Source: an optimization exercise on an open RTL-to-GDS flow (aim: small area, a short achievable clock period and few clock cycles). Production flows keep margins and buffers that such runs may drop. Function was checked by simulation only, so behaviour that the tests miss may differ from the original. Power and IR drop assume default switching activity.

## cic_core
module cic_core (
    input  wire        clk,
    input  wire        rst,
    input  wire        start,
    input  wire        region_pal,
    input  wire        abort_req,
    input  wire [7:0]  seed,
    input  wire [47:0] checksum,    
    input  wire        pif_clk,
    input  wire        pif_din,
    output wire        drive_low,
    output wire        ready,
    output wire        busy,
    output wire        lockup,
    output reg  [1:0]  outcome
);
Settings: LEC_CHECK=0, ABC_CLOCK_PERIOD_IN_PS=2500, CAP_MARGIN=20, CORE_MARGIN=2, CORE_UTILIZATION=50, CTS_CLUSTER_DIAMETER=60, CTS_CLUSTER_SIZE=20, PLACE_DENSITY=0.6, SETUP_SLACK_MARGIN=4.5, SLEW_MARGIN=20; clock period 7.0 ns.
standard.sh (not shown) runs the stock make flow with config.mk's settings and CLKGATE_MAP_FILE= SYNTH_SCRIPT=/design/flow/synth_recipe.tcl, a recipe that flattens the netlist after the stock synthesis.
==> flow/flow/run.sh <==
#!/bin/bash
# The standard layout, with the port buffers made of buf_2 cells (which
# the resizer may size up) instead of the default delay-buffer cell.
set -euo pipefail
export BUFFER_PORTS_ARGS="-buffer_cell sky130_fd_sc_hd__buf_2"
bash standard.sh > standard_flow.log 2>&1
The baseline produced a clean layout.
Testbench counts at the start, summed over its fixed seeds: cycles 47,364.
Edit:
--- a/flow/config.mk
+++ b/flow/config.mk
@@ -11,4 +11,4 @@
-export CORE_UTILIZATION = 50
-export CTS_CLUSTER_DIAMETER = 60
-export CTS_CLUSTER_SIZE = 20
-export PLACE_DENSITY = 0.6
+export CORE_UTILIZATION = 55
+export CTS_CLUSTER_DIAMETER = 70
+export CTS_CLUSTER_SIZE = 24
+export PLACE_DENSITY = 0.65
What happened: Sequential power stays flat; wire length shrinks by about 1.7%; maximum frequency shrinks by 3.0%; global-route usage grows by 1.6 points; combinational power shrinks by about 3%; clock skew grows by 0.024 ns; die area shrinks by about 9%; total power shrinks by 7.8%.
Edit:
--- a/flow/config.mk
+++ b/flow/config.mk
@@ -11,5 +11,3 @@
-export CORE_UTILIZATION = 55
-export CTS_CLUSTER_DIAMETER = 70
-export CTS_CLUSTER_SIZE = 24
-export PLACE_DENSITY = 0.65
-export SETUP_SLACK_MARGIN = 4.5
+export CORE_UTILIZATION = 50
+export PLACE_DENSITY = 0.6
+export SETUP_SLACK_MARGIN = 4.7
The new run completed with no timing, DRC or antenna violations.
Area after synthesis stays the same.
Count of clock-buffer cells in the layout is higher by 10.
Cell count rises by 4.3%.
Wire length grows by 6.6%.
Total power increases by 14%.
First-iteration DRC count rises by 39%.
Via count went up by 3.3%.
Non-clock buffer count increases by 41.
Utilization came out lower by 0.84 points.
Edit:
--- a/flow/config.mk
+++ b/flow/config.mk
@@ -11,0 +12,2 @@
+export CTS_CLUSTER_DIAMETER = 70
+export CTS_CLUSTER_SIZE = 24
@@ -13 +15 @@
-export SETUP_SLACK_MARGIN = 4.7
+export SETUP_SLACK_MARGIN = 4.5
The changed run completed with no timing, DRC or antenna violations.
Die area stays the same.
Cell count falls by 3.3%.
Area after synthesis stays the same.
Synthesized cell count is unchanged.
Core utilization went down by 4.2 points.

---

cic_core, a different RTL version from the one above (not shown whole).
Size: ~1200 cells after synthesis.
## cic_core
module cic_core (
    input  wire        clk,
    input  wire        rst,
    input  wire        start,
    input  wire        region_pal,
    input  wire        abort_req,
    input  wire [7:0]  seed,
    input  wire [47:0] checksum,    
    input  wire        pif_clk,
    input  wire        pif_din,
    output wire        drive_low,
    output wire        ready,
    output wire        busy,
    output wire        lockup,
    output reg  [1:0]  outcome
);
    localparam [127:0] TABLE_NTSC = 128'h89E16DC75B8F41B0CED01E31A581A90E;
    localparam [127:0] TABLE_PAL  = 128'hC511891728F321B0A57589171215F40E;
    localparam [1:0] OUT_NONE    = 2'd0;
    localparam [1:0] OUT_ENDED   = 2'd1;
    localparam [1:0] OUT_ABORTED = 2'd2;
    localparam [1:0] OUT_LOCKUP  = 2'd3;
    localparam [3:0] G_IDLE = 4'd0,
                     G_HELLO = 4'd1,    
                     G_SEED  = 4'd2,    
                     G_CK0   = 4'd3,    
                     G_CK    = 4'd4,    
                     G_INIT  = 4'd5,    
                     G_CMD   = 4'd6,    
  ...
export LEC_CHECK = 0
export ABC_CLOCK_PERIOD_IN_PS = 2500
export CAP_MARGIN = 20
export CORE_MARGIN = 2
export CORE_UTILIZATION = 50
export CTS_CLUSTER_DIAMETER = 70
export CTS_CLUSTER_SIZE = 24
export GPL_ROUTABILITY_DRIVEN = 0
export PLACE_DENSITY = 0.6
export SETUP_SLACK_MARGIN = 4.4
export SLEW_MARGIN = 20
create_clock -name core_clock -period 7.0 [get_ports {clk}]
Scripts as last shown in full above: flow/flow/run.sh
The starting point finished clean.
Testbench counts at the start, summed over its fixed seeds: cycles 47,175.
Rerun with:
--- a/flow/config.mk
+++ b/flow/config.mk
@@ -10,7 +10,6 @@
 export CORE_MARGIN = 2
 export CORE_UTILIZATION = 50
-export CTS_CLUSTER_DIAMETER = 70
-export CTS_CLUSTER_SIZE = 24
-export GPL_ROUTABILITY_DRIVEN = 0
+export CTS_CLUSTER_DIAMETER = 80
+export CTS_CLUSTER_SIZE = 30
 export PLACE_DENSITY = 0.6
 export SETUP_SLACK_MARGIN = 4.4
Effect: The changed run completed without violations; die area stays the same; hold slack got worse by 0.0066 ns; total power went up by about 0.44%; worst setup slack improves by 0.11 ns; combinational power stays flat; fmax is higher by 4.4%; cell area hardly moves; non-clock buffer count went down by 1; global-route usage rose by 0.45 points; first-iteration DRC count climbs by about 1.2%; clock power increases by about 1%.
Rerun with:
--- a/flow/config.mk
+++ b/flow/config.mk
@@ -10,7 +10,7 @@
 export CORE_MARGIN = 2
 export CORE_UTILIZATION = 50
-export CTS_CLUSTER_DIAMETER = 80
-export CTS_CLUSTER_SIZE = 30
+export CTS_CLUSTER_DIAMETER = 70
+export CTS_CLUSTER_SIZE = 24
 export PLACE_DENSITY = 0.6
-export SETUP_SLACK_MARGIN = 4.4
+export SETUP_SLACK_MARGIN = 4.3
 export SLEW_MARGIN = 20
After rerunning: Critical path depth does not change. Global-route usage barely changes. Wire length rises by 0.92%.
Rerun with:
==> flow/flow/run.sh (replaced) <==
#!/bin/bash
# The standard layout, with the port buffers made of buf_1 cells (which
# the resizer may size up) instead of the default delay-buffer cell.
set -euo pipefail
export BUFFER_PORTS_ARGS="-buffer_cell sky130_fd_sc_hd__buf_1"
bash standard.sh > standard_flow.log 2>&1
--- a/flow/config.mk
+++ b/flow/config.mk
@@ -13,4 +13,4 @@
 export CTS_CLUSTER_SIZE = 24
 export PLACE_DENSITY = 0.6
-export SETUP_SLACK_MARGIN = 4.3
+export SETUP_SLACK_MARGIN = 4.4
 export SLEW_MARGIN = 20
After rerunning:
- setup slack gets better by 0.047 ns
- sequential share of layout area came out lower by 0.19 points
- total power decreases slightly
- register-to-register slack gets better by 0.05 ns
- routed wire length went down by a few percent
- via count falls slightly
- core utilization rises by 0.30 points
- cell area rose slightly
- global-route usage shrinks by 0.63 points
- fmax came out higher slightly

==> separate check: timing with driven ports <==
The results above use ideal ports. As a check the final layouts listed here were re-extracted and re-timed, cells and wires unchanged.
Step 1: set_driving_cell puts a clkbuf_16 on clk and a buf_2 on each other input, an assumption about the parent block.
Step 2 moves the port delays by t, midway between the first and last clock arrival at a register: inputs arrive t later, outputs are due t later. That takes back most of the time a late clock gives input paths.
a / b / c = no drivers / after step 1 / after step 2; a / b = the first two.
| run | t, ns | setup slack, ns | worst register clock-pin slew, ns | worst slew at a driven data input, ns | cell pins on the clock port's net |
|---|---|---|---|---|---|
| the first run of note 1 | 0.562 | 4.556 / 4.511 / 4.113 | 0.08 / 0.08 | 0.04 | 1 |
| the second run of note 1 | 0.540 | 4.481 / 4.481 / 4.036 | 0.09 / 0.09 | 0.04 | 1 |
| the third run of note 1 | 0.569 | 4.528 / 4.528 / 4.156 | 0.06 / 0.06 | 0.04 | 1 |
| the fourth run of note 1 | 0.530 | 4.568 / 4.555 / 4.087 | 0.09 / 0.09 | 0.04 | 1 |
| the first run of note 2 | 0.533 | 4.376 / 4.376 / 4.012 | 0.09 / 0.09 | 0.04 | 1 |
| the second run of note 2 | 0.528 | 4.487 / 4.462 / 4.052 | 0.10 / 0.10 | 0.05 | 1 |
| the third run of note 2 | 0.541 | 4.402 / 4.402 / 3.924 | 0.09 / 0.09 | 0.04 | 1 |
| the fourth run of note 2 | 0.537 | 4.449 / 4.449 / 4.000 | 0.09 / 0.09 | 0.04 | 1 |
After both steps every run listed still meets setup and hold. The setup slack of the fourth run of note 1, which loses most, moves by -0.013 ns with the drivers and by -0.481 ns with both steps.
